Source: an optimization exercise on an open RTL-to-GDS flow (aim: a short achievable clock period). Production flows keep margins and buffers that such runs may drop.
RTL that was checked went through simulation tests only; none was proved equivalent to the original.
Only the layout flow was run in runs 4 to 6; the RTL was not checked for function there.
Power and IR drop assume default switching activity.

<file path="run.sh">
#!/bin/bash
# synth_recipe.tcl (not shown) runs the flow's synth.tcl, then flattens the netlist and writes it again
# the make line also repeats each setting of config.mk as NAME=value (left out here)
make -C /OpenROAD-flow-scripts/flow DESIGN_CONFIG=/design/flow/config.mk WORK_HOME=/design/flow/orfs CLKGATE_MAP_FILE= SYNTH_SCRIPT=/design/flow/synth_recipe.tcl finish
</file>
<file path="constraint.sdc">
create_clock -name core_clock -period 4.0 [get_ports {clk}]
set_input_delay 0.8000 -clock core_clock [delete_from_list [all_inputs] [get_ports {clk}]]
set_output_delay 0.8000 -clock core_clock [all_outputs]
set_load 0.01 [all_outputs]
</file>
<file path="config.mk">
export PLATFORM = sky130hd
export DESIGN_NAME = ajq_top
export DESIGN_NICKNAME = ajq_top
export VERILOG_FILES = /design/flow/design.v
export SDC_FILE = /design/flow/constraint.sdc
export NUM_CORES = 4
export LEC_CHECK = 0
export ABC_CLOCK_PERIOD_IN_PS = 1500
export CAP_MARGIN = 20
export CORE_MARGIN = 2
export CORE_UTILIZATION = 40
export SETUP_SLACK_MARGIN = 2.4
export SLEW_MARGIN = 20
export TNS_END_PERCENT = 100
</file>
<file path="design.v">
module ajq_bq (
    input  wire        clk,
    input  wire [15:0] we0,
    input  wire [7:0]  wd0,
    input  wire [15:0] we1,
    input  wire [7:0]  wd1,
    input  wire [15:0] rs0,
    output reg  [7:0]  rd0,
    input  wire [15:0] rs1,
    output reg  [7:0]  rd1
);
    reg [127:0] buf_q;
    integer k;
    always @(*) begin
        rd0 = 8'h00;
        rd1 = 8'h00;
        for (k = 0; k < 16; k = k + 1) begin
            rd0 = rd0 | (buf_q[k*8 +: 8] & {8{rs0[k]}});
            rd1 = rd1 | (buf_q[k*8 +: 8] & {8{rs1[k]}});
        end
    end
    genvar g;
    generate
        for (g = 0; g < 16; g = g + 1) begin : ent
            always @(posedge clk) begin
                if (we0[g])      buf_q[g*8 +: 8] <= wd0;
                else if (we1[g]) buf_q[g*8 +: 8] <= wd1;
            end
        end
    endgenerate
endmodule
module ajq_top #(
    parameter N_RX = 16,
    parameter N_TX = 16
) (
    input  wire        clk,
    input  wire        rst,
    input  wire        drx_req_valid,
    input  wire [39:0] drx_req,
    output wire        drx_req_ready,
    output reg         drx_rsp_valid,
    output wire [33:0] drx_rsp,
    input  wire        dtx_req_valid,
    input  wire [39:0] dtx_req,
    output wire        dtx_req_ready,
    output reg         dtx_rsp_valid,
    output wire [33:0] dtx_rsp,
    input  wire        m_req_valid,
    input  wire [39:0] m_req,
    output wire        m_req_ready,
    output reg         m_rsp_valid,
    output reg  [33:0] m_rsp,
    output wire        rxq_empty,
    output wire        rxq_full,
    output wire        txq_empty,
    output wire        txq_full,
    output wire        tx_irq_en,
    output wire [31:0] pkt
);
    reg [14:0] rt_q;         
    reg        rnf_q;        
    reg        rxe_q;        
    reg        rxf_q;        
    reg [15:0] rs_q;         
    reg [15:0] re_q;         
    reg [7:0]  rh_q;         
    reg [14:0] tt_q;
    reg        tnf_q;
    reg        txe_q;
    reg        txf_q;
    reg [15:0] ts_q;
    reg [15:0] te_q;
    reg        irq_q;        
    reg        nirq_q;       
    reg [4:0]  pos_q;        
    reg [7:0]  f0_q, f1_q, f2_q, f3_q;
    reg [7:0]  fx_q;         
    reg [31:0] pkt_q;
    reg        rdy_q;        
    reg        busy_q;       
    reg [3:0]  es_q;         
    reg [31:0] esh_q;        
    reg [1:0]  drx_rsp_q;    
    reg [1:0]  dtx_st_q;     
    reg [7:0]  dtx_d_q;
    assign drx_req_ready = 1'b1;
    assign dtx_req_ready = 1'b1;
    assign m_req_ready   = rdy_q;
    assign rxq_empty     = rxe_q;
    assign rxq_full      = rxf_q;
    assign txq_empty     = txe_q;
    assign txq_full      = txf_q;
    assign tx_irq_en     = irq_q;
    assign pkt           = pkt_q;
    assign drx_rsp       = {drx_rsp_q, 32'h0};
    assign dtx_rsp       = {dtx_st_q, 24'h0, dtx_d_q};
    wire [3:0] drx_op = drx_req[39:36];
    wire [7:0] drx_b  = drx_req[7:0];
    wire [3:0] dtx_op = dtx_req[39:36];
    wire [3:0] m_op   = m_req[39:36];
    wire       m_q    = m_req[35];
    wire [7:0] m_b    = m_req[7:0];
    wire m_acc_d  = m_req_valid && !busy_q;
    wire m_acc    = m_acc_d && !rst;
    wire enc_step = busy_q && !rst;
    wire op_nop   = (m_op == 4'h0);
    wire op_qinit = (m_op == 4'h1);
    wire op_qpush = (m_op == 4'h2);
    wire op_qpop  = (m_op == 4'h3);
    wire op_tinit = (m_op == 4'h4);
    wire op_recv  = (m_op == 4'h7);
    wire op_send  = (m_op == 4'h8);
    wire op_finit = (m_op == 4'h9);
    wire op_feed  = (m_op == 4'hA);
    wire op_poll  = (m_op == 4'hB);
    wire op_enc   = (m_op == 4'hC);
    wire op_fp    = (m_op[3:1] == 3'b101);    
    wire op_bad   = (m_op == 4'h5) || (m_op == 4'h6) || (m_op[3:2] == 2'b11 && m_op[1:0] != 2'b00);
    wire rx_a_d    = drx_req_valid && (drx_op == 4'h5);
    wire rx_a      = rx_a_d && !rst;
    wire rx_a_ok   = rx_a && rnf_q;
    wire rx_emp_a  = !rt_q[0] && !rx_a;               
    wire rx_full_a = !rnf_q || (rx_a && rt_q[14]);    
    wire rx_b_init = m_acc && (op_tinit || (op_qinit && !m_q));
    wire rx_b_push = m_acc && op_qpush && !m_q;
    wire rx_b_pop  = m_acc && ((op_qpop && !m_q) || op_recv || op_poll);
    wire rx_push_ok = rx_b_push && !rx_full_a;
    wire rx_pop_ok  = rx_b_pop && !rx_emp_a;
    wire rx_a_ok_d    = rx_a_d && rnf_q;
    wire rx_push_ok_d = m_acc_d && op_qpush && !m_q &&
                        rnf_q && !(rx_a_d && rt_q[14]);
    wire [7:0] rx_rd = rt_q[0] ? rh_q : drx_b;
    wire [7:0]  rx_rd1;      
    wire [7:0]  rx_unused;
    wire [15:0] re_rot = {re_q[14:0], re_q[15]};
    wire [15:0] rs_rot = {rs_q[14:0], rs_q[15]};
    wire [15:0] rx_we0 = rx_a_ok_d ? re_q : 16'h0;
    wire [15:0] rx_we1 = rx_push_ok_d ? (rx_a_ok_d ? re_rot : re_q) : 16'h0;
    ajq_bq u_rxq (
        .clk(clk),
        .we0(rx_we0), .wd0(drx_b),
        .we1(rx_we1), .wd1(m_b),
        .rs0(rs_rot), .rd0(rx_rd1),
        .rs1(16'h0),  .rd1(rx_unused)
    );
    always @(posedge clk) begin
        if (rst || rx_b_init) begin
            rt_q  <= 15'h0;
            rnf_q <= 1'b1;
            rxe_q <= 1'b1;
            rxf_q <= 1'b0;
            rs_q  <= 16'h1;
            re_q  <= 16'h1;
        end else begin
            if (rx_a_ok && rx_push_ok) begin
                rt_q  <= {rt_q[12:0], 2'b11};
                rnf_q <= !rt_q[13];
                rxe_q <= 1'b0;
                rxf_q <= rt_q[13];
            end else if (rx_a_ok ? !rx_pop_ok : rx_push_ok) begin
                rt_q  <= {rt_q[13:0], 1'b1};
                rnf_q <= !rt_q[14];
                rxe_q <= 1'b0;
                rxf_q <= rt_q[14];
            end else if (!rx_a_ok && rx_pop_ok) begin
                rt_q  <= {!rnf_q, rt_q[14:1]};
                rnf_q <= 1'b1;
                rxe_q <= !rt_q[1];
                rxf_q <= 1'b0;
            end
            if (rx_pop_ok)
                rs_q <= rs_rot;
            if (rx_a_ok && rx_push_ok)
                re_q <= {re_q[13:0], re_q[15:14]};
            else if (rx_a_ok || rx_push_ok)
                re_q <= re_rot;
        end
    end
    always @(posedge clk) begin
        if (!rt_q[0])
            rh_q <= rx_a_d ? drx_b : m_b;
        else if (m_acc_d && ((op_qpop && !m_q) || op_recv || op_poll))
            rh_q <= rt_q[1] ? rx_rd1 : drx_b;
    end
    wire tx_a_d    = dtx_req_valid && (dtx_op == 4'h6) && !nirq_q;
    wire tx_a      = tx_a_d && !rst;
    wire tx_a_ok   = tx_a && tt_q[0];
    wire tx_emp_a  = !tt_q[0] || (tx_a && !tt_q[1]);
    wire tx_full_a = !tnf_q && !tx_a;
    wire tx_b_init = m_acc && (op_tinit || (op_qinit && m_q));
    wire tx_b_send = (m_acc && (op_send || op_enc)) || enc_step;   
    wire tx_b_push = tx_b_send || (m_acc && op_qpush && m_q);
    wire tx_b_pop  = m_acc && op_qpop && m_q;
    wire tx_push_ok = tx_b_push && !tx_full_a;
    wire tx_pop_ok  = tx_b_pop && !tx_emp_a;
    wire tx_send_ok = tx_b_send && !tx_full_a;
    wire tx_push_ok_d = (busy_q || (m_acc_d && (op_send || op_enc || (op_qpush && m_q)))) &&
                        (tnf_q || tx_a_d);
    wire [7:0] tx_wd = busy_q   ? esh_q[7:0] :
                       m_op[2]  ? m_req[31:24] : m_b;
    wire [7:0]  tx_rd0, tx_rd1;
    wire [15:0] ts_rot = {ts_q[14:0], ts_q[15]};
    wire [7:0]  tx_rd_b = tx_a_d ? tx_rd1 : tx_rd0;    
    ajq_bq u_txq (
        .clk(clk),
        .we0(tx_push_ok_d ? te_q : 16'h0), .wd0(tx_wd),
        .we1(16'h0), .wd1(8'h00),
        .rs0(ts_q),   .rd0(tx_rd0),
        .rs1(ts_rot), .rd1(tx_rd1)
    );
    always @(posedge clk) begin
        if (rst || tx_b_init) begin
            tt_q  <= 15'h0;
            tnf_q <= 1'b1;
            txe_q <= 1'b1;
            txf_q <= 1'b0;
            ts_q  <= 16'h1;
            te_q  <= 16'h1;
        end else begin
            if (tx_a_ok && tx_pop_ok) begin
                tt_q  <= {1'b0, !tnf_q, tt_q[14:2]};
                tnf_q <= 1'b1;
                txe_q <= !tt_q[2];
                txf_q <= 1'b0;
            end else if (tx_push_ok && !tx_a_ok) begin
                tt_q  <= {tt_q[13:0], 1'b1};
                tnf_q <= !tt_q[14];
                txe_q <= 1'b0;
                txf_q <= tt_q[14];
            end else if (!tx_push_ok && (tx_a_ok || tx_pop_ok)) begin
                tt_q  <= {!tnf_q, tt_q[14:1]};
                tnf_q <= 1'b1;
                txe_q <= !tt_q[1];
                txf_q <= 1'b0;
            end
            if (tx_a_ok && tx_pop_ok)
                ts_q <= {ts_q[13:0], ts_q[15:14]};
            else if (tx_a_ok || tx_pop_ok)
                ts_q <= ts_rot;
            if (tx_push_ok)
                te_q <= {te_q[14:0], te_q[15]};
        end
    end
    always @(posedge clk) begin
        if (rst || (m_acc && op_tinit)) begin
            irq_q  <= 1'b0;
            nirq_q <= 1'b1;
        end else if (tx_send_ok) begin
            irq_q  <= 1'b1;
            nirq_q <= 1'b0;
        end else if (tx_a && !tt_q[0]) begin
            irq_q  <= 1'b0;
            nirq_q <= 1'b1;
        end
    end
    wire [7:0] feed_b  = m_op[0] ? rx_rd : m_b;
    wire       feed_go = m_acc && (op_feed || (op_poll && !rx_emp_a));
    wire       feed_go_d = m_acc_d && (op_feed || (op_poll && (rt_q[0] || rx_a_d)));
    wire       eq_m    = (m_b == fx_q);
    wire       eq_drx  = (drx_b == fx_q);
    wire       eq_head = (rh_q == fx_q);
    wire       match_u = pos_q[4] && (m_op[0] ? (rt_q[0] ? eq_head : (rx_a_d && eq_drx)) : eq_m);
    wire       match_d = m_acc_d && op_fp && match_u;
    always @(posedge clk) begin
        if (rst || (m_acc && op_finit))
            pos_q <= 5'b00001;
        else if (feed_go)
            pos_q <= pos_q[4] ? (match_u ? 5'b00001 : 5'b10000) : {pos_q[3:0], 1'b0};
    end
    always @(posedge clk) begin
        if (feed_go_d) begin
            if (pos_q[4]) begin
                f0_q  <= f1_q;
                f1_q  <= f2_q;
                f2_q  <= f3_q;
                f3_q  <= feed_b;
                fx_q  <= fx_q ^ f0_q ^ feed_b;
            end else begin
                if (pos_q[0]) f0_q <= feed_b;
                if (pos_q[1]) f1_q <= feed_b;
                if (pos_q[2]) f2_q <= feed_b;
                if (pos_q[3]) f3_q <= feed_b;
                fx_q  <= (pos_q[0] ? 8'h00 : fx_q) ^ feed_b;
            end
        end
    end
    always @(posedge clk) begin
        if (match_d)
            pkt_q <= {f0_q, f1_q, f2_q, f3_q};
    end
    wire [7:0] enc_c  = m_req[31:24];
    wire [7:0] enc_p1 = m_req[23:16];
    wire [7:0] enc_p2 = m_req[15:8];
    wire [7:0] enc_p3 = m_req[7:0];
    wire       enc_go = m_acc && op_enc && !tx_full_a;
    wire       enc_end = tx_full_a || es_q[3];
    always @(posedge clk) begin
        if (rst) begin
            rdy_q  <= 1'b1;
            busy_q <= 1'b0;
        end else if (busy_q) begin
            rdy_q  <= enc_end;
            busy_q <= !enc_end;
        end else begin
            rdy_q  <= !enc_go;
            busy_q <= enc_go;
        end
    end
    always @(posedge clk) begin
        if (busy_q) begin
            es_q  <= {es_q[2:0], 1'b0};
            esh_q <= {8'h00, esh_q[31:8]};
        end else begin
            es_q  <= 4'b0001;
            esh_q <= {enc_c ^ enc_p1 ^ enc_p2 ^ enc_p3, enc_p3, enc_p2, enc_p1};
        end
    end
    always @(posedge clk) begin
        if (rst) begin
            drx_rsp_valid <= 1'b0;
            dtx_rsp_valid <= 1'b0;
            m_rsp_valid   <= 1'b0;
        end else begin
            drx_rsp_valid <= drx_req_valid;
            dtx_rsp_valid <= dtx_req_valid;
            if (busy_q)
                m_rsp_valid <= enc_end;
            else
                m_rsp_valid <= m_req_valid && !(op_enc && !tx_full_a);
        end
    end
    always @(posedge clk) begin
        if (drx_op == 4'h0)      drx_rsp_q <= 2'b01;
        else if (drx_op == 4'h5) drx_rsp_q <= {1'b0, rnf_q};
        else                     drx_rsp_q <= 2'b10;
        if (dtx_op == 4'h0) begin
            dtx_st_q <= 2'b01;
            dtx_d_q  <= 8'h00;
        end else if (dtx_op == 4'h6 && !nirq_q) begin
            dtx_st_q <= {1'b0, tt_q[0]};
            dtx_d_q  <= tx_rd0;
        end else begin
            dtx_st_q <= 2'b10;
            dtx_d_q  <= 8'h00;
        end
    end
    always @(posedge clk) begin
        if (busy_q) begin
            m_rsp <= {1'b0, !tx_full_a, 32'h0};
        end else begin
            m_rsp[33] <= op_bad;
            m_rsp[32] <= op_nop || op_tinit || op_finit || op_qinit ||
                         (op_qpush && (m_q ? !tx_full_a : !rx_full_a)) ||
                         ((op_send || op_enc) && !tx_full_a) ||
                         (op_qpop && (m_q ? !tx_emp_a : !rx_emp_a)) ||
                         (op_recv && !rx_emp_a) ||
                         (op_fp && match_u);
            m_rsp[31:8] <= (op_fp && match_u) ? {f0_q, f1_q, f2_q} : 24'h0;
            m_rsp[7:0]  <= (op_qpop && m_q)         ? tx_rd_b :
                           (op_qpop || op_recv)     ? rx_rd :
                           (op_fp && match_u)       ? f3_q : 8'h00;
        end
    end
endmodule
</file>
==> run summary, run 1 <==
CTS:
- The worst-skew pair later-pin latency is ~640 ps.
- The total number of clock tree sinks is 530.
- The clock transition at the registers of the reported paths is roughly 60 ps.
- The clock tree root buffer cell is clkbuf_16.
- TritonCTS created 57 clock buffers.
- The CTS tree is done.
- The number of buffers on the longest clock path is 3.
- CTS built an H-tree with a depth of 2.

Global routing:
- The first global-routing pass estimated between 100 and 150 mm of wire.
- For this run, the total global-route usage over all layers was measured as around 24%.
- The number of global-route vias before repair came to ~18,000.
- The number of antenna violations at the first check in global routing is 2.
- The sum of overflow across all layers after global routing is 0.
- Entering global routing, the biggest net connects between 60 and 70 pins.

Synth:
- The synthesized netlist devotes around 15% of its cell area to compound gates.
- The largest family of logic cells by synthesized area is compound AO/OA/AOI/OAI gates.
- Summing the areas of all and, or, nand and nor instances in the mapped netlist gives ~9% of the synthesized area.
- Among all flip-flop cells after synthesis, the most frequent one is edfxtp_1.
- The average cell area after synthesis is 12.0 um^2.
- The portion of the post-synthesis area used by sequential elements is roughly three fifths.
- Counting every instance in the synthesized netlist gives 1,981.
- The post-synthesis cell area is ~24,000 um^2.
- The yosys synthesis warning count is 2.
- For this run, asynchronously set or reset flops after synthesis account for 0%.
- The post-synthesis register bit count is 530.
- The fraction of synthesized area in multiplexers is 9.53%.
- The number of synthesized flops with an enable pin is between 300 and 400.
- The number of different library cells used by synthesis comes to 67.
- Of the total synthesized cell area, the portion taken by full adders, half adders and majority gates is 0%.
- The XOR/XNOR share of the synthesized area is 2.36%.

Routing:
- The per-cell via count in the routed design is ~5.9.
- Once detail routing completed, the nets flagged for antenna violations numbered 0.
- The first detailed-routing pass took 6 iterations.
- The total detailed-routing wirelength is roughly 80 mm.
- Dividing the detail-routed wire length by the instance count gives 25.2 um.
- After detailed routing, the number of remaining DRC violations is 0.
- The routed layout has 18,357 vias.
- For this block, the initial DRC count from the detailed router was about 1,700.

Floorplanning:
- 270 I/O pins were placed.
- The area of the die is 61,300 um^2.
- The core footprint is slightly below 60,000 um^2.
- The y dimension of the die is 248 um.
- The floorplan has just under 90 rows.
- For this configuration, the core starts out at a cell density of between 40 and 50%.
- The horizontal die dimension is about 250 um.

Hold path:
- The path with the worst hold slack has its endpoint at dtx_rsp_valid.
- The path class of the tightest hold or removal check is input pin to flop.
- The instance count along the most critical hold path is 2.
- The source of the worst hold timing path is rst.

Pwr:
- Per report_power, the combinational group accounts for a little under 7% of the total.
- The relative contribution of the clock network to total power is between 40% and 50%.
- IR analysis of the VDD net gives a maximum drop of ~0.00035 V.
- The sequential share of power is between 40% and 50%.
- Cell internal power was estimated by the tool at 9670 uW.
- For this design the static power due to leakage is 0.0116 uW.
- In this run switching power makes up roughly 22% of total power.
- In this run the power spent charging and discharging nets is between 2000 and 3000 uW.
- The power density over the cells is about 380 nW/um^2.

STA:
- For the pin with the worst max-slew slack, the measured transition is 878 ps.
- The number of hold violations in the final report is 0.
- Setup repair after global routing could not meet its margin everywhere.
- The highest achievable clock rate is 0.448 GHz.
- Setup violations remaining at the end of the flow were counted as 0.
- The clock skew after layout is about 40 ps.
- Counting I/O delays and the setup requirement, the final critical path takes 2230 ps.
- Summed over all failing endpoints, the final setup total negative slack is 0 ps.
- The count of final max-slew check failures is 0.
- The fraction of the cycle the final worst path needs is a little under three fifths.
- The worst pin sits at a relative slew slack of about two fifths.

Critical path:
- The setup slack on the worst flop-to-flop path is about 1800 ps.
- The capture point of the worst reg-to-reg path is pkt_q[4].
- The required time of the worst setup path is 4340 ps.
- Measured in cells, the most critical reg-to-reg path has a length of 8.
- The worst register-to-register path begins at fx_q[1].
- The critical path endpoint category is a flop.
- STA classifies the critical path startpoint as an input pin.
- In this run the worst path has a maximum fanout of 8.
- For the worst setup path, the data arrival time is ~2600 ps.
- The start-to-end type of the worst setup path is input pin to flop.

Finish:
- The final design area excluding fillers is between 30,000 and 40,000 um^2.
- From synthesis to final layout, the design area changed by 37.0%.
- In the layout the commonest cells are edfxtp_1 (336), mux2_2 (144), buf_4 (127).
- Of the cells placed in the final design, the portion with a size suffix greater than 1 is approximately 42%.
- The number of nets at the end of the flow is ~2,400.
- The number of antenna diodes in the final layout is 0.
- The library cell used most frequently in the layout, excluding fill and tap cells, is edfxtp_1.
- The count of filler cells inserted in the layout is about 4,700.

Placed design:
- Routability-driven placement finished with a final weighted congestion of ~0.9.
- During placement, the flow inserted port buffers numbering roughly 140.
- The placed instances occupy a cell area of 26,000 um^2.
- Once detailed placement completed, the half-perimeter wirelength came to 44.9 mm.

Flow run:
- Across the run, the number of max-cap violations was 0.

Run status:
- The run finished with no timing, DRC or antenna violations.
cells by family after synthesis:
kind of cell | Yosys count
flops | 530
compound gates | 485
simple gates | 448
buf+inv | 245
mux | 207
xor+xnor | 64
other cells | 2
state kept, by name, summed over array words and instances (netlist names), 15 cells and up:
name and count:
tt_q 15, esh_q 32, pkt_q 32, rs_q 16, ts_q 16, re_q 16
rt_q 15, u_txq.buf_q 128, m_rsp 34, u_rxq.buf_q 128, te_q 16
worst max path at each step:
stage / from / endpoint / depth (start not counted)
finish: m_req[2] / pkt_q[4] / 8
global route: fx_q[1] / pkt_q[12] / 8
CTS: fx_q[1] / pkt_q[4] / 8
detailed placement: m_req_valid / tt_q[11] / 8
global placement: m_req_valid / tt_q[4] / 8
floorplan: m_req[5] / pkt_q[0] / 5
worst max-delay path, stage by stage:
cell,delay [ps]
clkdlybuf4s50_1,490
xor2_1,190
nor3_1,380
a211oi_4,140
nor3_4,200
buf_6,150
buf_12,100
buf_16,120
power groups by stage:
stage,Combinational [uW],Sequential (uW),Clock (uW)
after floorplan,438,6030,0
after global placement,611,6040,0
after detailed placement,626,6050,0
after CTS,777,5930,5750
after global routing,916,5930,5990
final,866,5930,5690
final cells by class:
| type | count | area, um^2 | area share [%] |
|---|---|---|---|
| clock inverters | 32 | 415 | 1.28 |
| flip-flops and latches | 530 | 14100 | 43.4 |
| repair buffers | 412 | 4480 | 13.8 |
| multi-input cells | 1269 | 10900 | 33.4 |
| well taps | 773 | 967 | 2.97 |
| clock buffers | 74 | 1620 | 4.99 |
| inverters | 17 | 67.6 | 0.208 |
per-layer routing:
metal	track usage, %	part of all wire, %	vias to the layer above
li1	-	-	7986
met1	32.0	40	9268
met2	40.1	49	911
met3	3.94	7.9	190
met4	9.02	3.7	2
met5	0	0.015	-
metrics by stage:
stage	utilization [%]	power [uW]	setup WS [ps]	instances	hold slack [ps]
final	55.3	12500	1770	3107	362
after global routing	55.3	12800	1690	3107	352
after CTS	52.5	12500	1760	3022	338
after detailed placement	44.3	6670	424	2781	426
after global placement	44.3	6650	474	2781	422
after floorplan	-	6470	1330	2037	412
synthesized netlist by cell type (41+ instances only):
cell type	count	area share (%)
mux2i_1	55	2.3
a221oi_1	59	2.2
edfxtp_1	336	43
nand2_1	155	2.5
nand3_1	41	0.86
xnor2_1	44	1.6
nor2_1	115	1.8
mux2_2	152	7.2
and2_1	48	1.3
buf_4	63	2.0
a21oi_1	87	1.8
a22o_1	77	2.8
clkbuf_1	114	1.8
dfxtp_1	194	16
a22oi_1	102	3.2
repair_timing:
| action | 4_1_cts | 5_1_grt |
|---|---|---|
| cloned | 29 | 4 |
| hold buffers | 0 | 0 |
| pin swaps | 123 | 112 |
| endpoints found under the setup margin | 904 | 807 |
| setup buffers | 106 | 81 |
| resized for setup | 892 | 212 |
| endpoints found under the hold margin | 0 | 0 |
==> run 2, diff against run 1 <==
==> flow/run.sh (new file) <==
#!/bin/bash
set -euo pipefail
export BUFFER_PORTS_ARGS="-buffer_cell sky130_fd_sc_hd__buf_4"
bash standard.sh MATCH_CELL_FOOTPRINT=0 finish > flow_make.log 2>&1
==> standard.sh (new file) <==
#!/bin/bash
# synth_recipe.tcl (not shown) runs the flow's synth.tcl, then flattens the netlist and writes it again
# the make line also repeats each setting of config.mk as NAME=value (left out here)
make -C /OpenROAD-flow-scripts/flow DESIGN_CONFIG=/design/flow/config.mk WORK_HOME=/design/flow/orfs CLKGATE_MAP_FILE= SYNTH_SCRIPT=/design/flow/synth_recipe.tcl "${@:-finish}"
removed: run.sh
==> run 2 against run 1 <==
  * Register-to-register slack improved by 100 ps
  * Total power decreased by 2.7%
  * Non-clock buffer count decreased by 44
  * Die area unchanged
  * Sequential cell count unchanged
  * Critical path depth increased by 1
  * Clock power decreased by 5.6%
  * Fmax increased by 5.4%
  * Clock-buffer cell count increased by 10
  * Sequential share of layout area increased by 0.16 points
  * Critical endpoint is now rt_q[2]
  * Hold slack improved by 5.5 ps
  * Design area decreased by 0.32%
==> run summary, run 2 <==
Run status:
- The run finished with no timing, DRC or antenna violations.

Synth:
- The XOR/XNOR share of the synthesized area is approximately 2.4%.
- The post-synthesis register bit count is 530.
- For this run, asynchronously set or reset flops after synthesis account for 0%.
- Sequential cells were found to cover 58.9% of the synthesized design area.
- In this run, synthesis inferred 336 flip-flops with an integrated enable.
- After synthesis, the most frequently instantiated cells are edfxtp_1 (336), dfxtp_1 (194), nand2_1 (155).
- The Yosys step of the flow raised 2 warnings.
- After Yosys synthesis, and, or, nand and nor cells account for 8.97% of the synthesized area.
- The number of unique standard cell types used by synthesis is 67.
- The synthesized netlist devotes 0% of its cell area to adder and majority cells.
- The primary flip-flop cell chosen by synthesis mapping is edfxtp_1.
- The area share of the largest cell type after synthesis is approximately 43%.
- The post-synthesis cell area is around 24,000 um^2.
- By area, the combinational part of the netlist is dominated by compound AO/OA/AOI/OAI gates.
- A synthesized cell averages roughly 12 um^2.
- The fraction of synthesized area in multiplexers is under 10%.
- Yosys attributes the largest share of cell area to edfxtp_1 (43%), dfxtp_1 (16%), mux2_2 (7.2%), a22oi_1 (3.2%), a22o_1 (2.8%).
- The cell with the most instances after synthesis is edfxtp_1.
- The cell taking the most area after synthesis is edfxtp_1.
- The synthesized instance count is a little under 2,000.
- The compound-gate portion of the synthesized area is between 15 and 20%.

CTS:
- The worst-skew pair later-pin latency is approximately 620 ps.
- Clock tree synthesis inserted a total of 56 buffers.
- The clock net in this run drives a total of 530 sinks.
- Clock tree synthesis selected as its root buffer the cell clkbuf_16.
- The number of buffers on the longest clock path is 3.
- The depth of the CTS H-tree is 2.
- The clock transition at the registers of the reported paths is 60 ps.
- TritonCTS built the clock tree.

Pwr:
- The power density over the cells is roughly 370 nW/um^2.
- Across the VDD grid, the largest voltage drop is approximately 0.00034 V.
- The power consumption is 12,100 uW.
- The leakage power total is ~0.012 uW.

Floorplanning:
- The die covers between 60,000 and 70,000 um^2.
- After floorplanning, the core was sized to cover just under 60,000 um^2.
- The die is 248 um tall.
- 270 I/O pins were placed.
- The die is 248 um wide.
- After floorplanning, the core was divided into between 80 and 90 placement rows.
- For this configuration, the core starts out at a cell density of slightly above 40%.

Finish:
- The number of antenna diodes in the final layout is 0.
- The leading cell type in the layout, fill and taps excluded is edfxtp_1.
- The area overhead of the layout relative to synthesis is 36.6%.
- The count of filler cells inserted in the layout is about 4,600.
- Leaving out fill and tap cells, the most frequent cells in the layout are edfxtp_1 (336), buf_4 (155), mux2_2 (140).
- The register area is approximately 14,000 um^2.
- The ratio of cells with drive above 1 in the final layout is a little under half.
- At the end of the flow, the number of nets in the layout was ~2,400.
- The combined area of the multi-input logic cells is ~11,000 um^2.
- Once layout is done, the placed cells without fillers occupy between 30,000 and 40,000 um^2.
- In the final layout, the registers with the most flip-flops are u_rxq.buf_q (128), u_txq.buf_q (128), m_rsp (34).

STA:
- The worst path uses 53.0% of the clock period.
- Headroom to the max-slew limit came out at a little under half.
- The number of hold violations in the final report was 0.
- Setup repair after global routing could not meet its margin everywhere.
- The smallest clock period supported by the final layout is computed as between 2000 and 2500 ps.
- Adding up every negative setup slack in the final design gives 0 ps.
- The clock skew after layout is 14.9 ps.
- Setup violations remaining at the end of the flow were counted as 0.
- The transition time of the tightest slew-check pin is ~800 ps.
- Once routing completed, OpenROAD measured the worst setup slack at between 1500 and 2000 ps.
- The highest achievable clock rate is around 0.47 GHz.
- The count of final max-slew check failures is 0.

Routing:
- The routed via count is approximately 18,000.
- The post-route DRC violation count is 0.
- The first TritonRoute pass finished after 5 iterations.
- The per-cell via count in the routed design is roughly 6.
- The total detailed-routing wirelength is ~77 mm.
- The number of nets with antenna violations after detailed routing is 0.
- The average detailed-routed wire length per instance is roughly 25 um.
- The detailed router finished its first iteration with 1,721 violations.

Global routing:
- The pin count of the biggest net entering global routing is 52.
- The sum of overflow across all layers after global routing is 0.
- The number of antenna violations at the first check in global routing was 1.
- The total global routing track utilization is 23.7%.
- The number of global-route vias before repair is between 15,000 and 20,000.
- The first global-routing pass estimated approximately 110 mm of wire.

Critical path:
- The critical path endpoint category is a flop.
- The startpoint type of the worst setup path is a flop.
- For the worst setup path, the data arrival time is around 2700 ps.
- The required time of the worst setup path is 4550 ps.
- The start-to-end type of the worst setup path is flop to flop.
- Along the worst path, the maximum fanout reaches 5.

Placed design:
- Prior to clock tree synthesis, the placed netlist has a worst setup slack of about 580 ps.
- Summing all placed instances gives a cell area of 25,400 um^2.
- At the end of routability-driven placement, the weighted congestion stood at 0.884.
- Detailed placement finished with a half-perimeter wire length of between 40 and 50 mm.
- The count of buffers inserted at the top-level ports is approximately 140.

Flow run:
- Max-cap violations in this run came to 0.

Hold path:
- The min-delay analysis places its worst path in the category input pin to flop.
==> run 2: cell families after synthesis <==
logic type | after synthesis
mux | 207
other cells | 2
xor+xnor | 64
compound gates | 485
simple gates | 448
buf+inv | 245
flops | 530
==> run 2: path summary, 6_finish.rpt <==
path | cells after the start | end | slack [ps] | start
setup / recovery | 9 | rt_q[2] | 1880 | rnf_q
hold / removal | 2 | dtx_st_q[0] | 370 | dtx_req[39]
setup reg to reg | 9 | rt_q[2] | 1880 | rnf_q
hold reg to reg | 1 | esh_q[12] | 450 | esh_q[20]
==> run 2: layout make-up <==
cell class / instances / area share (%)
timing repair buffer: 368 / 13.0
clock buffer: 84 / 5.32
sequential: 530 / 43.6
clock inverter: 21 / 0.613
tap: 773 / 2.98
inverter: 17 / 0.216
multi-input combinational: 1272 / 34.3
==> run 2: layer usage <==
metal  up-vias  global-route usage, %  wire (um)
li1       7915                      -          -
met2      1004                   38.4      36300
met3       223                   4.50       6580
met1      9165                   31.6      30800
met5         -                      0          0
met4         0                   9.12       3340
==> run 2: critical path, stage by stage (launching register included) <==
cell       delay, ps
dfxtp_4          380
nor3b_4          290
and2_4           280
buf_6            110
nand4_1          110
buf_6            170
buf_4            150
clkbuf_16        140
a211oi_1         290
a31o_1           130
==> run 2: power by group <==
| group | leakage (uW) | total, uW | switching [uW] | internal [uW] |
|---|---|---|---|---|
| clock network | 0.000954 | 5370 | 2190 | 3170 |
| registers | 0.00465 | 5930 | 54.0 | 5880 |
| logic | 0.00607 | 839 | 459 | 380 |
==> run 2: what timing repair did <==
item	4_1_cts	5_1_grt
setup buffers	123	54
setup endpoints to repair	877	788
resized for setup	505	271
hold buffers	0	0
gates cloned	23	10
pin swaps	111	123
==> run 2: stage by stage <==
step	util (%)	hold WS (ps)	instances
3_3_place_gp	43.1	414	2750
2_1_floorplan	-	412	2037
5_1_grt	55.2	358	3065
6_report	55.2	368	3065
3_5_place_dp	43.1	424	2750
4_1_cts	52.1	344	3001
==> run 3, diff against run 2 <==
--- a/config.mk
+++ b/config.mk
@@ -11,3 +11,4 @@
 export CORE_UTILIZATION = 40
-export SETUP_SLACK_MARGIN = 2.4
+export GPL_ROUTABILITY_DRIVEN = 0
+export SETUP_SLACK_MARGIN = 3.0
 export SLEW_MARGIN = 20
==> run 3 against run 2 <==
  * Still clean on timing, DRC and antenna
  * Synthesized cell count is the same
  * Sequential share of layout area is 2.4 points lower
  * Via count rose by 4.8%
  * Sequential cell count did not move
  * Utilization increased by 3.3 points
  * Largest cell class unchanged
==> run summary, run 3 <==
Floorplanning:
- The starting utilization of the core area is around two fifths.
- The area of the die is just over 60,000 um^2.
- From bottom edge to top edge, the die measures between 200 and 250 um.
- From left edge to right edge, the die measures 248 um.
- The number of rows created at floorplan is 89.
- The core footprint is ~60,000 um^2.
- 270 I/O pins were placed.

CTS:
- The clock passes through at most 3 buffers.
- The CTS tree is done.
- The total number of clock tree sinks is 530.
- The clock transition at the registers of the reported paths is roughly 60 ps.
- The CTS buffer count is 56.
- The H-tree was split into 2 levels.
- The worst-skew pair later-pin latency is around 620 ps.
- In this run the clock root is driven by a clkbuf_16.
- The total of hold buffers inserted after clock tree synthesis is 0.

Pwr:
- The sequential share of power is about 48%.
- The internal portion of the total power is 9520 uW.
- Of the total power, the clock network draws around 44%.
- The leakage power total is between 0.01 and 0.015 uW.
- The power density over the cells is 359 nW/um^2.
- The combinational group share of total power is approximately 8%.
- The switching share of power is 22.7%.
- The peak ir drop on the vdd network is between 0.0003 and 0.0004 V.
- The net switching power is ~2800 uW.

Critical path:
- Together, buffers and inverters on the worst path number 3.
- Among all stages on the critical path, the largest delay is contributed by nor4b_4.
- For the worst setup path, the data arrival time is 2720 ps.
- Measured in cells, the most critical reg-to-reg path has a length of 10.
- The critical path is of the input pin to flop type.
- The family with the most delay on the worst path is compound AO/OA/AOI/OAI gates.
- The worst setup path is launched from an input pin.
- The critical path depth is 10.
- The required time of the worst setup path is 4500 ps.
- The worst setup path is captured at a flop.
- The signal on the critical path passes through buf_8 -> nor4b_4 -> buf_4 -> nand3b_1 -> a21oi_4 -> nor2_1 -> buf_4 -> a22o_1 -> a221oi_2 -> nor2_1.
- The largest driver fanout on the critical path is 3.
- The stage delay of the slowest cell on the critical path is 340 ps.

Placed design:
- The detailed placer's ending HPWL is 43.3 mm.
- Port buffering added 144 buffers.
- Timing analysis after detailed placement gives a worst setup slack of between 500 and 600 ps.

Finish:
- In the final layout, the share of cells above drive strength 1 is between 50% and 60%.
- Compared with the post-synthesis result, the final layout area differs by 44.7%.
- The number of nets at the end of the flow is between 2,000 and 2,500.
- The register area is ~14,000 um^2.
- The combined area of the multi-input logic cells is approximately 12,000 um^2.
- The filler cells instantiated in the layout total between 4,000 and 5,000.
- The final standard cell utilization of the core is between 50% and 60%.
- The leading cell type in the layout, fill and taps excluded is edfxtp_1.
- The largest registers in the layout are u_rxq.buf_q (128), u_txq.buf_q (128), m_rsp (34).
- The top cell types in the final layout, fill and taps aside, are edfxtp_1 (336), buf_4 (198), buf_6 (172).

Global routing:
- The first-pass GRT wire length is approximately 110 mm.
- For met2 alone, demand over resource in global routing was a little over 40%.
- The number of global-route vias before repair is ~18,000.
- The global routing stage identified its most utilized layer as met2.
- For this run, the total global-route usage over all layers was measured as between 20% and 30%.
- The number of antenna violations at the first check in global routing is 1.
- In the global route stage, met1 resource usage came out at ~33%.
- The sum of overflow across all layers after global routing is 0.
- The met3 usage in global routing is between 4 and 5%.
- Entering global routing, the biggest net connects between 50 and 60 pins.

Synth:
- The post-synthesis register bit count is 530.
- Summing the sequential cell areas from Yosys gives about three fifths of the chip area.
- The primary flip-flop cell chosen by synthesis mapping is edfxtp_1.
- Counting flops with an async set or reset pin after synthesis yields a share of 0%.
- After synthesis, the cell types taking the most area are edfxtp_1 (43%), dfxtp_1 (16%), mux2_2 (7.2%), a22oi_1 (3.2%), a22o_1 (2.8%).
- The largest total area in the synthesized netlist belongs to edfxtp_1.
- In the synthesized netlist, the number of instances is between 1,500 and 2,000.
- After synthesis, the most frequently instantiated cells are edfxtp_1 (336), dfxtp_1 (194), nand2_1 (155).
- The post-synthesis cell area is ~24,000 um^2.
- The number of synthesized flops with an enable pin is about 340.
- In this run the mean area of a mapped cell was between 10 and 15 um^2.
- Of the post-synthesis cell area, the dominant cell type holds ~43%.
- The cell with the most instances after synthesis is edfxtp_1.
- The yosys synthesis warning count is 2.
- The number of unique standard cell types used by synthesis is between 60 and 70.

Routing:
- The pre-antenna-repair detailed-routing pass consisted of 6 iterations.
- The number of nets with antenna violations after detailed routing is 0.
- For this run, design rule violations remaining after detail routing come to 0.
- The violation count after the first detailed-routing iteration is 2,048.
- The per-cell via count in the routed design is 6.03.
- After detailed routing, the average wire length per cell comes to 26.3 um.
- The total detailed-routing wirelength is approximately 84 mm.
- The routed via count is 19,184.

STA:
- Headroom to the max-slew limit came out at a little over two fifths.
- Hold timing on the final database bottoms out at a slack of ~350 ps.
- The total negative setup slack is 0 ps.
- At the pin with the least slew margin, the transition time is roughly 860 ps.
- For the final database, setup skew stands at ~19 ps.
- The final setup slack of the worst path is 1770 ps.
- Setup repair after global routing could not meet its margin everywhere.
- The number of hold violations in the final report was 0.
- Dividing the final minimum period by the clock period gives ~56%.
- The count of final max-slew check failures is 0.
- The routed design could run at a clock period as short as roughly 2200 ps.
- Static timing analysis puts the maximum clock frequency at 0.449 GHz.
- The setup violation total in the final timing report is 0.

Hold path:
- The path class of the tightest hold or removal check is input pin to flop.
- The worst hold path passes through 2 cells.

Flow run:
- The number of violations of the max-capacitance limit is 0.

Run status:
- The run finished with no timing, DRC or antenna violations.
[run 3: kinds of logic after synthesis]
| family | count (synthesis) | synth area share, % |
|---|---|---|
| buffers and inverters | 245 | 5.14 |
| DFF | 530 | 58.9 |
| muxes | 207 | 9.53 |
| AOI/OAI and AO/OA | 485 | 15.1 |
| other | 2 | 0.0316 |
| and+or+nand+nor | 448 | 8.97 |
| xor gates and xnor gates | 64 | 2.36 |
[run 3: repair_timing]
item | 4_1_cts | 5_1_grt
buffers inserted | 199 | 79
cloned | 35 | 10
pin swaps | 145 | 143
endpoints found under the setup margin | 912 | 914
resized for setup | 640 | 327
[run 3: layout make-up]
cell class,count,area share [%]
Antenna cell,1,0.00728
Clock buffer,84,5.03
Clock inverter,21,0.579
Inverter,17,0.197
Multi-Input combinational cell,1278,34.0
Sequential cell,530,41.2
Tap cell,773,2.82
Timing Repair Buffer,475,16.2
[run 3: final timing paths]
path,slack [ps],to,from
worst max-delay path,1770,tt_q[13],dtx_req[36]
worst min-delay path,350,dtx_st_q[0],dtx_req[39]
worst max register to register,1780,tt_q[13],nirq_q
worst min register to register,450,es_q[3],es_q[2]
[run 3: power by group through the flow]
stage | clock, uW | combinational (uW) | sequential (uW)
after CTS | 5430 | 820 | 5920
final | 5390 | 992 | 5930
after global placement | 0 | 566 | 6040
after floorplan | 0 | 433 | 6030
after detailed placement | 0 | 579 | 6040
after global routing | 5680 | 1040 | 5930
[run 3: stage by stage]
stage               area (um^2)  total power (uW)  std cells
floorplan                 24400              6460       2037
global placement          25400              6610       2750
finish                    34400             12300       3179
global route              34400             12700       3179
detailed placement        25400              6620       2750
CTS                       32100             12200       3089
[run 3: metal layers]
metal	vias to the layer above	share of wire (%)	wire (um)
met5	-	0	0
met4	0	5.3	4400
met3	280	9.2	7690
met2	1203	47	39300
met1	9543	38	32100
li1	8158	-	-
==> run 4, diff against run 3 <==
--- a/design.v
+++ b/design.v
@@ -178,7 +178,10 @@
     end
+    wire       rh_upd = !rt_q[0] || (m_acc_d && ((op_qpop && !m_q) || op_recv || op_poll));
+    wire [7:0] rh_nv  = !rt_q[0] ? (rx_a_d ? drx_b : m_b) :
+                        (rt_q[1] ? rx_rd1 : drx_b);
     always @(posedge clk) begin
-        if (!rt_q[0])
-            rh_q <= rx_a_d ? drx_b : m_b;
-        else if (m_acc_d && ((op_qpop && !m_q) || op_recv || op_poll))
-            rh_q <= rt_q[1] ? rx_rd1 : drx_b;
+        if (rst)
+            rh_q <= 8'h00;
+        else if (rh_upd)
+            rh_q <= rh_nv;
     end
@@ -276,3 +279,2 @@
                 f3_q  <= feed_b;
-                fx_q  <= fx_q ^ f0_q ^ feed_b;
             end else begin
@@ -282,3 +284,2 @@
                 if (pos_q[3]) f3_q <= feed_b;
-                fx_q  <= (pos_q[0] ? 8'h00 : fx_q) ^ feed_b;
             end
@@ -286,2 +287,8 @@
     end
+    always @(posedge clk) begin
+        if (rst)
+            fx_q <= 8'h00;
+        else if (feed_go_d)
+            fx_q <= (pos_q[0] ? 8'h00 : fx_q) ^ (pos_q[4] ? f0_q : 8'h00) ^ feed_b;
+    end
     always @(posedge clk) begin
--- a/config.mk
+++ b/config.mk
@@ -11,4 +11,3 @@
 export CORE_UTILIZATION = 40
-export GPL_ROUTABILITY_DRIVEN = 0
-export SETUP_SLACK_MARGIN = 3.0
+export SETUP_SLACK_MARGIN = 2.4
 export SLEW_MARGIN = 20
==> run 4 against run 3 <==
  * Still clean on timing, DRC and antenna
  * Worst setup slack better by 47 ps
  * Sequential cell count unchanged
  * Clock-buffer cell count down 4
  * Critical path depth down 2
  * Clock power down 4.6%
  * Highest routed layer unchanged
==> run summary, run 4 <==
Run status:
- The run finished with no timing, DRC or antenna violations.

CTS:
- The number of clock buffers added by TritonCTS is 56.
- The H-tree generated during clock tree synthesis spans 2 levels.
- The clock transition at the registers of the reported paths is approximately 60 ps.
- The CTS tree is done.
- The clock reaches the later pin of the worst-skew pair after between 600 and 700 ps.
- The tree is rooted in a clkbuf_16.
- After clock tree synthesis, the flow added hold-fix buffers numbering 0.
- Counting every sink on the clock net gives 530.
- The number of buffers on the longest clock path is 3.

STA:
- For the pin with the worst max-slew slack, the measured transition is about 750 ps.
- The setup violation total in the final timing report is 0.
- The minimum clock period is 2180 ps.
- For this run, the top clock speed supported by timing is around 0.46 GHz.
- The fraction of the cycle the final worst path needs is between 50 and 60%.
- The relative slew slack is 50.3%.
- Between clock sinks in the finished design, the worst skew comes to 27.3 ps.
- The total negative setup slack is 0 ps.
- The count of final max-slew check failures came to 0.
- Setup repair after global routing could not meet its margin everywhere.
- The number of hold violations in the final report is 0.

Flow run:
- Across the run, the number of max-cap violations was 0.

Global routing:
- The sum of overflow across all layers after global routing is 0.
- The pin count of the biggest net entering global routing is 47.
- The first global-routing pass estimated about 110 mm of wire.
- Global routing used about a quarter of the available tracks across all layers.
- The number of global-route vias before repair is between 15,000 and 20,000.
- The number of antenna violations at the first check in global routing is 4.

Floorplanning:
- The core region is 58,800 um^2.
- The die is between 200 and 250 um wide.
- The y dimension of the die is roughly 250 um.
- Pin placement for this block handled 270 I/O pins.
- The area of the die is a little over 60,000 um^2.
- Once the floorplan was initialized, standard cells occupied between 40% and 50% of the core.
- In this run the core area contains 89 standard-cell rows.

Synth:
- The cell with the most instances after synthesis is edfxtp_1.
- After Yosys synthesis, full adders, half adders and majority gates account for 0% of the synthesized area.
- By area, the combinational part of the netlist is dominated by compound AO/OA/AOI/OAI gates.
- During synthesis, Yosys emitted a total of 2 warnings.
- Synthesis inferred 530 register bits.
- Sequential elements use roughly three fifths of the synthesized area.
- The synthesized instance count is roughly 2,000.
- The average cell area after synthesis is ~12 um^2.
- Among all flip-flop cells after synthesis, the most frequent one is edfxtp_1.
- The mapped netlist covers roughly 24,000 um^2.
- After synthesis, the most frequently instantiated cells are edfxtp_1 (320), dfxtp_1 (210), nand2_1 (185).
- Multiplexer cells account for roughly 8.8% of the synthesized area.
- The proportion of register bits with asynchronous set or reset after synthesis is 0%.
- In the post-synthesis netlist, the biggest area contributors are edfxtp_1 (41%), dfxtp_1 (18%), mux2_2 (7.6%), a22o_1 (3.6%), a221oi_1 (3.1%).
- The synthesized netlist devotes 16.0% of its cell area to compound gates.
- The cell taking the most area after synthesis is edfxtp_1.
- The area share of the largest cell type after synthesis is between 40% and 50%.
- Summing the areas of all xor and xnor instances in the mapped netlist gives about 2.1% of the synthesized area.
- The number of unique standard cell types used by synthesis is 68.
- The number of synthesized flops with an enable pin is between 300 and 400.
- Of the total synthesized cell area, the portion taken by AND, OR, NAND and NOR gates is under 10%.

Placed design:
- The detailed placer's ending HPWL is 46.4 mm.
- The instance count after placement with tap cells included is 2,778.
- The routability congestion estimate from global placement is between 0.8 and 0.9.
- Once placement finished, the instance area stood at roughly 26,000 um^2.
- Buffers placed on the I/O ports in this run total about 140.

Routing:
- The number of nets with antenna violations after detailed routing is 0.
- The average detailed-routed wire length per instance is approximately 26 um.
- The number of detailed-routing iterations run before antenna repair is 8.
- After detailed routing, the number of vias per cell comes to between 5 and 6.
- The violation count after the first detailed-routing iteration is between 1,500 and 2,000.
- Wires add up to between 70 and 80 mm.
- The routed layout has 18,278 vias.
- The post-route DRC violation count is 0.

Critical path:
- The worst register-to-register path ends at pkt_q[26].
- The startpoint type of the worst setup path is an input pin.
- Data arrives at the worst endpoint at between 2000 and 3000 ps.
- In this run the critical register-to-register path is launched from fx_q[3].
- The setup slack on the worst flop-to-flop path is roughly 1900 ps.
- The critical path endpoint category is a flop.
- Data on the critical path is required at its endpoint by ~4500 ps.
- The worst setup path is of the input pin to flop kind.
- The number of cells on the worst reg-to-reg path is 8.
- Of all nets on the critical path, the largest fanout is 16.

Hold path:
- The instance count along the most critical hold path is 2.
- The worst-case hold path end point is drx_rsp_valid.
- The type of the worst min-delay path is input pin to flop.
- The source of the worst hold timing path is drx_req_valid.

Finish:
- From synthesis to final layout, the design area changed by 34.6%.
- The number of cells in the finished layout apart from fillers is between 3,000 and 4,000.
- In the final layout, the registers with the most flip-flops are u_rxq.buf_q (128), u_txq.buf_q (128), m_rsp (34).
- The number of nets at the end of the flow is approximately 2,400.
- In the layout the commonest cells are edfxtp_1 (320), mux2_2 (151), buf_6 (149).
- The final design area excluding fillers is roughly 32,000 um^2.
- Leaving out fill and tap cells, the most frequent cell in the layout is edfxtp_1.
- The ratio of cells with drive above 1 in the final layout is 44.0%.

Pwr:
- The peak ir drop on the vdd network is roughly 0.00043 V.
- Summed over all cells, the static leakage comes to about 0.011 uW.
- The design draws roughly 12,000 uW.
- Dividing total power by cell area gives a power density of about 370 nW/um^2.
-- run 4: cell count changes in the layout (fill, tap and decap cells not counted), sizes merged, moves of 15 or more --
cell	previous run	this run
a22o	77	97
o22ai	1	16
xnor2	44	25
a22oi	102	38
buf	453	319
dfxtp	194	210
edfxtp	336	320
nor2	118	99
o21ai	43	68
mux2i	55	29
nand3	42	24
nand4	16	34
a221oi	59	83
nand2	155	185
-- run 4: timing repair --
action / CTS / global route
resized for setup: 412 / 212
setup buffers: 103 / 42
gates cloned: 19 / 8
setup endpoints to repair: 874 / 779
pin swaps: 79 / 89
-- run 4: where the power goes --
group | internal, uW | switching [uW]
clock network | 2910 | 2240
registers | 5860 | 57.7
logic | 396 | 498
total | 9160 | 2790
-- run 4: layout make-up --
type                       count  area (um^2)
tap                          773          967
sequential                   530        14000
fill                        4772        26900
clock buffer                  80         1590
multi-input combinational   1287        11100
clock inverter                26          215
antenna                        2         5.00
timing repair buffer         338         3990
inverter                      22         86.3
-- run 4: metrics by stage --
step           worst slack [ps]  hold WS [ps]  utilization, %
3_5_place_dp                599           421            44.1
2_1_floorplan              1310           412               -
3_3_place_gp                644           415            44.1
5_1_grt                    1770           397            54.3
6_report                   1820           417            54.3
4_1_cts                    1850           372            51.9
-- run 4: cells by family (layout without fill, tap and decap cells) --
family | Yosys count | count (layout)
AO/OA/AOI/OAI | 513 | 519
XOR/XNOR | 57 | 57
buffers and inverters | 249 | 466
flip-flops | 530 | 530
multiplexers | 189 | 189
other | 2 | 60
AND/OR/NAND/NOR | 463 | 464
-- run 4: worst max-delay path by stage --
stage | from | to | cells after the start
floorplan | drx_req[1] | pkt_q[0] | 7
global placement | drx_req[6] | m_rsp[30] | 7
detailed placement | drx_req[6] | m_rsp[30] | 7
CTS | fx_q[5] | m_rsp[30] | 7
global route | fx_q[2] | m_rsp[2] | 7
finish | m_req[39] | tt_q[12] | 8
-- run 4: per-layer routing --
| metal | GRT usage, % | wire length, um |
|---|---|---|
| met1 | 32.0 | 31400 |
| met2 | 40.0 | 38000 |
| met3 | 3.70 | 6210 |
| met4 | 10.4 | 3870 |
| met5 | 0 | 0 |
-- run 4: critical path: stages --
cell and delay, ps:
buf_12 110, buf_4 160, nor3b_1 480, nand4_1 260, or2_4 440, nand3_4 150
nor2_2 40, nor4_1 260
==> run 5, diff against run 4 <==
==> flow/run.sh (replaced) <==
#!/bin/bash
set -euo pipefail
export BUFFER_PORTS_ARGS="-buffer_cell sky130_fd_sc_hd__buf_8"
bash standard.sh MATCH_CELL_FOOTPRINT=0 finish > flow_make.log 2>&1
==> run 5 against run 4 <==
  * Synthesized cell count is the same
  * Sequential power is essentially flat
  * Die area is the same
  * Clock power grew 3%
  * First-iteration DRC count shrank 2.3%
  * Global-route usage shrank 0.48 points
  * Via count shrank 0.60%
  * Wire length shrank 2.2%
  * Critical path type is now flop to flop
  * Critical endpoint is now rt_q[1]
  * Largest power group unchanged
==> run summary, run 5 <==
Finish:
- The leading cell type in the layout, fill and taps excluded is edfxtp_1.
- Leaving out fill and tap cells, the most frequent cells in the layout are edfxtp_1 (320), mux2_2 (150), buf_8 (145).
- For this run, the share of the core covered by cells in the final layout is around 55%.
- The net count of the finished layout is about 2,400.
- The repair_antennas step left the layout with diodes totalling 0.
- The count of filler cells inserted in the layout is 4,775.
- The ratio of cells with drive above 1 in the final layout is between 40% and 50%.
- The area growth from synthesis to layout is 36.2%.
- The largest registers in the layout are u_rxq.buf_q (128), u_txq.buf_q (128), m_rsp (34).

Synth:
- In the synthesized netlist the dominant register cell turns out to be edfxtp_1.
- The average cell area after synthesis is approximately 12 um^2.
- In this run the biggest area consumer among cell types represents 40.5% of the synthesized area.
- The synthesized instance count is 2,003.
- Yosys attributes the largest share of cell area to edfxtp_1 (41%), dfxtp_1 (18%), mux2_2 (7.6%), a22o_1 (3.6%), a221oi_1 (3.1%).
- The Yosys step of the flow raised 2 warnings.
- Among all cell types in the netlist, the one instantiated most often is edfxtp_1.
- The post-synthesis cell area is between 20,000 and 25,000 um^2.
- Yosys mapped the design onto between 60 and 70 distinct sky130hd cell types.
- The post-synthesis register bit count is between 500 and 600.
- The portion of the post-synthesis area used by sequential elements is 58.2%.
- The cell taking the most area after synthesis is edfxtp_1.
- By count the netlist is led by edfxtp_1 (320), dfxtp_1 (210), nand2_1 (185).
- Counting flops with a built-in enable in the synthesized netlist gives 320.
- The proportion of register bits with asynchronous set or reset after synthesis is 0%.

CTS:
- For this design, the CTS-stage hold fixing added 0 buffers.
- The CTS tree is done.
- Clock latency on the worst-skew pair, taken at its later pin, is ~630 ps.
- The clock tree root buffer cell is clkbuf_16.
- After clock tree synthesis, the clock-pin slew on the worst setup and hold paths is approximately 60 ps.
- The clock net in this run drives a total of 530 sinks.
- The clock passes through at most 3 buffers.
- The depth of the CTS H-tree is 2.
- Counting the buffers created by CTS gives 57.

Critical path:
- The worst setup path is captured at a flop.
- In this run the critical register-to-register path is captured at rt_q[1].
- The worst flop-to-flop path startpoint is rnf_q.
- The worst setup path startpoint is rnf_q.
- STA classifies the critical path startpoint as a flop.
- The required time of the worst setup path is around 4500 ps.
- For flop-to-flop paths, the worst setup slack is 1790 ps.
- The critical path data arrival time is around 2700 ps.
- In this run the worst path has a maximum fanout of 10.
- The number of cells on the worst reg-to-reg path is 6.
- The start-to-end type of the worst setup path is flop to flop.

STA:
- The count of final max-slew check failures is 0.
- Measured against its own limit, the worst slew margin works out to 48.6%.
- The fraction of the cycle the final worst path needs is 55.2%.
- The highest achievable clock rate is around 0.45 GHz.
- The clock skew after layout is between 30 and 40 ps.
- The number of hold violations in the final report is 0.
- Setup repair after global routing could not meet its margin everywhere.
- Setup violations remaining at the end of the flow were counted as 0.
- The transition time of the tightest slew-check pin is approximately 760 ps.
- For the final routed database, the setup TNS stands at 0 ps.
- The routed design could run at a clock period as short as roughly 2200 ps.

Routing:
- In the routed design, unresolved DRC markers number 0.
- In the final routed layout, each cell accounts on average for 25.5 um.
- The number of detailed-routing iterations run before antenna repair is 5.
- The violation count after the first detailed-routing iteration is 1,735.
- Summed over all layers, the routed wires come to between 70 and 80 mm.
- Using the TritonRoute via totals, the vias-per-cell ratio works out to 5.96.
- The routed via count is approximately 18,000.
- Once detail routing completed, the nets flagged for antenna violations numbered 0.

Floorplanning:
- For this configuration, the core starts out at a cell density of between 40% and 50%.
- The core footprint is approximately 59,000 um^2.
- The floorplan step defined a die boundary enclosing ~60,000 um^2.
- The die is about 250 um wide.
- The number of rows created at floorplan is 89.
- 270 I/O pins were placed.
- The y dimension of the die is about 250 um.

Hold path:
- The type of the worst min-delay path is input pin to flop.
- The worst-case hold path end point is esh_q[10].
- The source of the worst hold timing path is m_req[10].
- The worst hold path was traced through 2 stages.

Placed design:
- During placement, the flow inserted port buffers numbering ~140.
- The congestion estimate from routability-driven global placement came to 0.853.
- Once detailed placement completed, the half-perimeter wirelength came to approximately 46 mm.

Pwr:
- Dividing total power by cell area gives a power density of 374 nW/um^2.
- Across the VDD grid, the largest voltage drop is between 0.0003 and 0.0004 V.
- In this run the static leakage power is roughly 0.011 uW.

Global routing:
- The total global routing track utilization is a little under a quarter.
- The first-pass GRT wire length is approximately 110 mm.
- The number of antenna violations at the first check in global routing is 2.
- Entering global routing, the biggest net connects 60 pins.
- The sum of overflow across all layers after global routing is 0.
- The number of global-route vias before repair is roughly 17,000.

Flow run:
- Max-cap violations in this run came to 0.

Run status:
- The run finished with no timing, DRC or antenna violations.
## run 5: cell counts after synthesis
Identical to the previous run, type by type.
## run 5: what timing repair did
item | CTS | global route
setup buffers | 93 | 46
pin swaps | 76 | 94
resized for setup | 304 | 192
cloned | 15 | 15
endpoints found under the setup margin | 885 | 850
## run 5: critical path, stage by stage, from the launching register on
cell	delay (ps)
dfxtp_2	400
nor2b_1	610
o211ai_1	230
a32oi_4	320
buf_12	190
mux2i_1	230
a31oi_1	110
## run 5: kinds of logic (layout without fill, tap and decap cells)
kind of cell | after synthesis | after routing | share of synthesized area [%]
compound gates | 513 | 519 | 16.0
xor+xnor | 57 | 57 | 2.11
buf+inv | 249 | 448 | 5.14
flops | 530 | 530 | 58.2
mux | 189 | 189 | 8.82
other cells | 2 | 58 | 0.0317
simple gates | 463 | 472 | 9.64
## run 5: how the worst max path moves through the flow
stage / endpoint / slack (ps) / depth (start not counted)
2_1_floorplan: pkt_q[0] / 1310 / 7
3_5_place_dp: rt_q[9] / 640 / 8
5_1_grt: tt_q[8] / 1720 / 9
6_report: rt_q[1] / 1790 / 6
3_3_place_gp: rt_q[6] / 710 / 8
4_1_cts: pkt_q[25] / 1900 / 7
## run 5: area by class of cell
type	instances	area, um^2	area share, %
flip-flops and latches	530	14000	43.2
inverters	22	86.3	0.267
clock buffers	85	1630	5.05
repair buffers	320	4320	13.4
well taps	773	967	2.99
multi-input cells	1295	11100	34.4
clock inverters	21	230	0.713
## run 5: through the flow
| stage | hold WS, ps | cell area [um^2] | cells | power, uW | setup WS [ps] |
|---|---|---|---|---|---|
| after CTS | 365 | 30900 | 2985 | 12100 | 1900 |
| after global placement | 417 | 26900 | 2771 | 6730 | 707 |
| final | 388 | 32300 | 3046 | 12100 | 1790 |
| after global routing | 372 | 32300 | 3046 | 12500 | 1720 |
| after floorplan | 412 | 25100 | 2059 | 6520 | 1310 |
| after detailed placement | 422 | 26900 | 2771 | 6750 | 639 |
## run 5: routing by layer
layer	track usage, %	vias to the layer above	wire length, um
li1	-	7989	-
met1	31.9	9050	31100
met2	39.1	938	37000
met3	3.56	191	6420
met4	9.32	0	3160
met5	0	-	0
## run 5: report_power, final
group / internal, uW / switching, uW
clock: 3070 / 2200
sequential: 5860 / 59.3
combinational: 424 / 481
total: 9360 / 2740
==> run 6, diff against run 5 <==
==> flow/run.sh (replaced) <==
#!/bin/bash
set -euo pipefail
export BUFFER_PORTS_ARGS="-buffer_cell sky130_fd_sc_hd__buf_4"
bash standard.sh MATCH_CELL_FOOTPRINT=0 finish > flow_make.log 2>&1
--- a/config.mk
+++ b/config.mk
@@ -11,3 +11,3 @@
 export CORE_UTILIZATION = 40
-export SETUP_SLACK_MARGIN = 2.4
+export SETUP_SLACK_MARGIN = 1.9
 export SLEW_MARGIN = 20
==> run 6 against run 5 <==
  * Critical path depth did not move
  * Sequential power about the same
  * Critical path type is now input pin to flop
  * Sequential share of layout area increased by 4.5 points
  * Synthesized cell count unchanged
  * Largest cell class unchanged
  * Cell count decreased by 2.9%
  * Still clean
  * Non-clock buffer count decreased by 74
==> run summary, run 6 <==
Run status:
- The run finished with no timing, DRC or antenna violations.

Placed design:
- The detailed placer's ending HPWL is between 40 and 50 mm.
- Once placement finished, the instance area stood at between 20,000 and 30,000 um^2.
- Buffers placed on the I/O ports in this run total between 100 and 150.
- The routability congestion estimate from global placement is between 0.9 and 1.

Synth:
- The post-synthesis register bit count is 530.
- Yosys mapped the design onto 68 distinct sky130hd cell types.
- The number of synthesized flops with an enable pin is 320.
- In this run the cell area of the synthesized design comes to ~24,000 um^2.
- The cell with the most instances after synthesis is edfxtp_1.
- The proportion of register bits with asynchronous set or reset after synthesis is 0%.
- Synthesis produced 2,003 cells.
- The average cell area after synthesis is between 10 and 15 um^2.
- The share of the Yosys chip area taken by registers is about three fifths.
- The yosys synthesis warning count is 2.
- Of all cell types, the one taking the most synthesized area is edfxtp_1.
- For this run, the leading register cell type out of synthesis is edfxtp_1.
- Counting instances in the post-synthesis netlist gives the leading cell types as edfxtp_1 (320), dfxtp_1 (210), nand2_1 (185).
- Sorting the synthesized cells by area gives the leading types as edfxtp_1 (41%), dfxtp_1 (18%), mux2_2 (7.6%), a22o_1 (3.6%), a221oi_1 (3.1%).
- Of the post-synthesis cell area, the dominant cell type holds 40.5%.

STA:
- The clock skew after layout is 40.8 ps.
- For the pin with the worst max-slew slack, the measured transition is about 800 ps.
- The count of final max-slew check failures came to 0.
- The final critical path takes up a little under three fifths of the cycle.
- For the finished layout, the period the worst path requires is 2210 ps.
- The worst pin sits at a relative slew slack of 46.5%.
- The total negative setup slack is 0 ps.
- The setup violation total in the final timing report is 0.
- The number of hold violations in the final report came to 0.
- Setup repair after global routing could not meet its margin everywhere.
- Based on the critical path, the design can be clocked at up to 0.452 GHz.

Floorplanning:
- From left edge to right edge, the die measures approximately 250 um.
- The initial utilization of the core area, before any placement, comes to between 40% and 50%.
- After floorplanning, the core was sized to cover a little under 60,000 um^2.
- The number of top-level pins is 270.
- In this run the core area contains 89 standard-cell rows.
- The area of the die is roughly 60,000 um^2.
- In this run the vertical extent of the chip is between 200 and 250 um.

CTS:
- The CTS tree is done.
- CTS built an H-tree with a depth of 2.
- The clock transition at the registers of the reported paths is 60 ps.
- The number of buffers on the longest clock path is 3.
- At the later pin of the worst-skew pair, clock insertion delay measures approximately 640 ps.
- The clock net in this run drives a total of 530 sinks.
- The CTS buffer count is 56.
- The total of hold buffers inserted after clock tree synthesis is 0.
- The root buffer cell chosen for the clock tree is clkbuf_16.

Global routing:
- The sum of overflow across all layers after global routing is 0.
- Global routing used between 20% and 30% of the available tracks.
- Entering global routing, the biggest net connects 61 pins.
- The number of antenna violations at the first check in global routing is 0.
- The number of global-route vias before repair is approximately 16,000.
- The first global-routing pass estimated 105 mm of wire.

Routing:
- Before antenna repair, the detailed router went through 5 iterations.
- The highest metal layer used by the detailed router is met4.
- Dividing the detail-routed via count by the number of cells gives 5.93.
- The total detailed-routing wirelength is 73.0 mm.
- The number of nets with antenna violations after detailed routing is 0.
- The detailed router put a total of between 30 and 40 mm of wire on met1.
- The average detailed-routed wire length per instance is approximately 25 um.
- The sum of met3 wire segment lengths after detailed routing is 6.41 mm.
- For this run, design rule violations remaining after detail routing come to 0.
- Wire segments on met2 add up to 34.2 mm in the final route.
- The violation count after the first detailed-routing iteration is ~2,000.
- The routed via count is approximately 18,000.

Pwr:
- Of the total power, combinational logic draws around 5.9%.
- Dividing total power by cell area gives a power density of 420 nW/um^2.
- In this run switching power makes up 22.3% of total power.
- The worst-case IR drop observed on VDD is around 0.00036 V.
- The clock network is responsible for between 40% and 50% of the overall power.
- The internal power of the cells is 9480 uW.
- The leakage power total is approximately 0.010 uW.
- In this run, flip-flops and latches consume between 40 and 50% of the power.
- The net switching power is 2720 uW.

Critical path:
- At the worst endpoint, the arrival time is roughly 2500 ps.
- The number of cells on the worst reg-to-reg path is 7.
- The largest driver fanout on the critical path is 16.
- The critical path goes through buf_8 -> or3_4 -> or3_4 -> nor2_4 -> a21o_4 -> a22o_4.
- The required time of the worst setup path is approximately 4300 ps.
- The worst setup path is launched from an input pin.
- Among the stages of the critical path, the cell type that occurs most often is or3_4.
- The stage delay of the slowest cell on the critical path is 380 ps.
- Among all stages on the critical path, the largest delay is contributed by or3_4.
- The critical path endpoint category is a flop.
- The start-to-end type of the worst setup path is input pin to flop.

Finish:
- The final design area excluding fillers is between 20,000 and 30,000 um^2.
- The leading cell type in the layout, fill and taps excluded is edfxtp_1.
- The area overhead of the layout relative to synthesis is 22.5%.
- The number of nets at the end of the flow is between 2,000 and 2,500.
- The library cells used most frequently in the layout, excluding fill and tap cells, are edfxtp_1 (320), buf_4 (199), dfxtp_1 (184).
- The count of inserted antenna diode cells is 0.
- In the final layout, the registers with the most flip-flops are u_rxq.buf_q (128), u_txq.buf_q (128), m_rsp (34).
- The ratio of cells with drive above 1 in the final layout is between 30% and 40%.

Hold path:
- The instance count along the most critical hold path is 2.
- The type of the worst min-delay path is input pin to flop.

Flow run:
- The number of violations of the max-capacitance limit is 0.
==> run 6: cell counts after synthesis <==
Identical to the previous run, type by type.
==> run 6: worst paths after layout <==
path                            slack [ps]        endpoint         from
worst max-delay path                  1790  u_rxq.buf_q[3]    m_req[35]
worst min-delay path                   360     dtx_st_q[0]  dtx_req[39]
worst max register to register        1870       pkt_q[29]      fx_q[3]
worst min register to register         430         es_q[1]      es_q[0]
==> run 6: cell families (layout without fill, tap and decap cells) <==
| group | count (synthesis) | in the layout | synth area share (%) |
|---|---|---|---|
| and+or+nand+nor | 463 | 463 | 9.64 |
| xor gates and xnor gates | 57 | 57 | 2.11 |
| DFF | 530 | 530 | 58.2 |
| AOI/OAI and AO/OA | 513 | 514 | 16.0 |
| muxes | 189 | 189 | 8.82 |
| other | 2 | 58 | 0.0317 |
| buffers and inverters | 249 | 374 | 5.14 |
==> run 6: cell type report <==
type	count	area, um^2
flip-flops and latches	530	13900
inverters	22	82.6
well taps	773	967
multi-input cells	1281	9910
repair buffers	246	2230
fillers	5067	29800
clock inverters	30	432
clock buffers	76	1560
==> run 6: per-layer routing <==
layer	vias to the layer above	track usage [%]
li1	7764	-
met2	844	36.5
met3	143	4.36
met5	-	0
met4	0	7.33
met1	8796	31.4
==> run 6: power by group through the flow <==
stage | sequential (uW) | combinational, uW | clock [uW]
after floorplan | 6010 | 474 | 0
after global placement | 6020 | 626 | 0
after detailed placement | 6030 | 639 | 0
after CTS | 5910 | 684 | 5630
after global routing | 5910 | 773 | 5840
final | 5910 | 720 | 5560
==> run 6: critical path: cells and delay by family <==
| kind | cells | cell delay [ps] |
|---|---|---|
| AND/OR/NAND/NOR | 3 | 910 |
| buffers and inverters | 1 | 110 |
| AO/OA/AOI/OAI | 2 | 660 |
==> run 6: per-stage QoR <==
step / setup slack, ps / hold WS [ps] / instances / power (uW) / util (%)
after floorplan: 1310 / 412 / 2059 / 6480 / -
after global placement: 709 / 414 / 2787 / 6650 / 43.8
after detailed placement: 660 / 417 / 2787 / 6670 / 43.8
after CTS: 1850 / 335 / 2942 / 12200 / 48.5
after global routing: 1790 / 351 / 2958 / 12500 / 49.4
final: 1790 / 364 / 2958 / 12200 / 49.4
==> run 6: repair_timing <==
item / CTS / global route
gates resized for setup: 92 / 72
endpoints found under the setup margin: 503 / 446
setup buffers: 46 / 11
cloned: 3 / 5
pin swaps: 22 / 30

-- static timing again, ports no longer ideal --
Ports are ideal in the flow. The routed layouts listed here were re-timed in OpenROAD. Step 1: set_driving_cell puts a clkbuf_16 on clk and a buf_2 on each other input, an assumption about the parent block. Step 2 times the ports against the registers' clock, not the clock port: input delays grow and output delays shrink by t, the midpoint of the rising clock arrivals with the driver on. Slacks: ideal ports / drivers / drivers and shift; pairs: ideal ports / drivers.
run	t, ns	setup slack, ns	worst setup path at the end	cell pins on the clock port's net
run 1	0.684	1.766 / 1.781 / 1.122	input to register	1
run 2	0.672	1.881 / 1.864 / 1.192	input to register	1
run 3	0.680	1.774 / 1.733 / 1.053	input to register	1
run 4	0.681	1.821 / 1.799 / 1.118	input to register	1
run 5	0.679	1.792 / 1.792 / 1.123	input to register	1
run 6	0.675	1.788 / 1.801 / 1.126	input to register	1
After both steps every run listed still meets setup and hold. The setup slack of run 3, which loses most, moves by -0.041 ns with the drivers and by -0.721 ns with both steps.
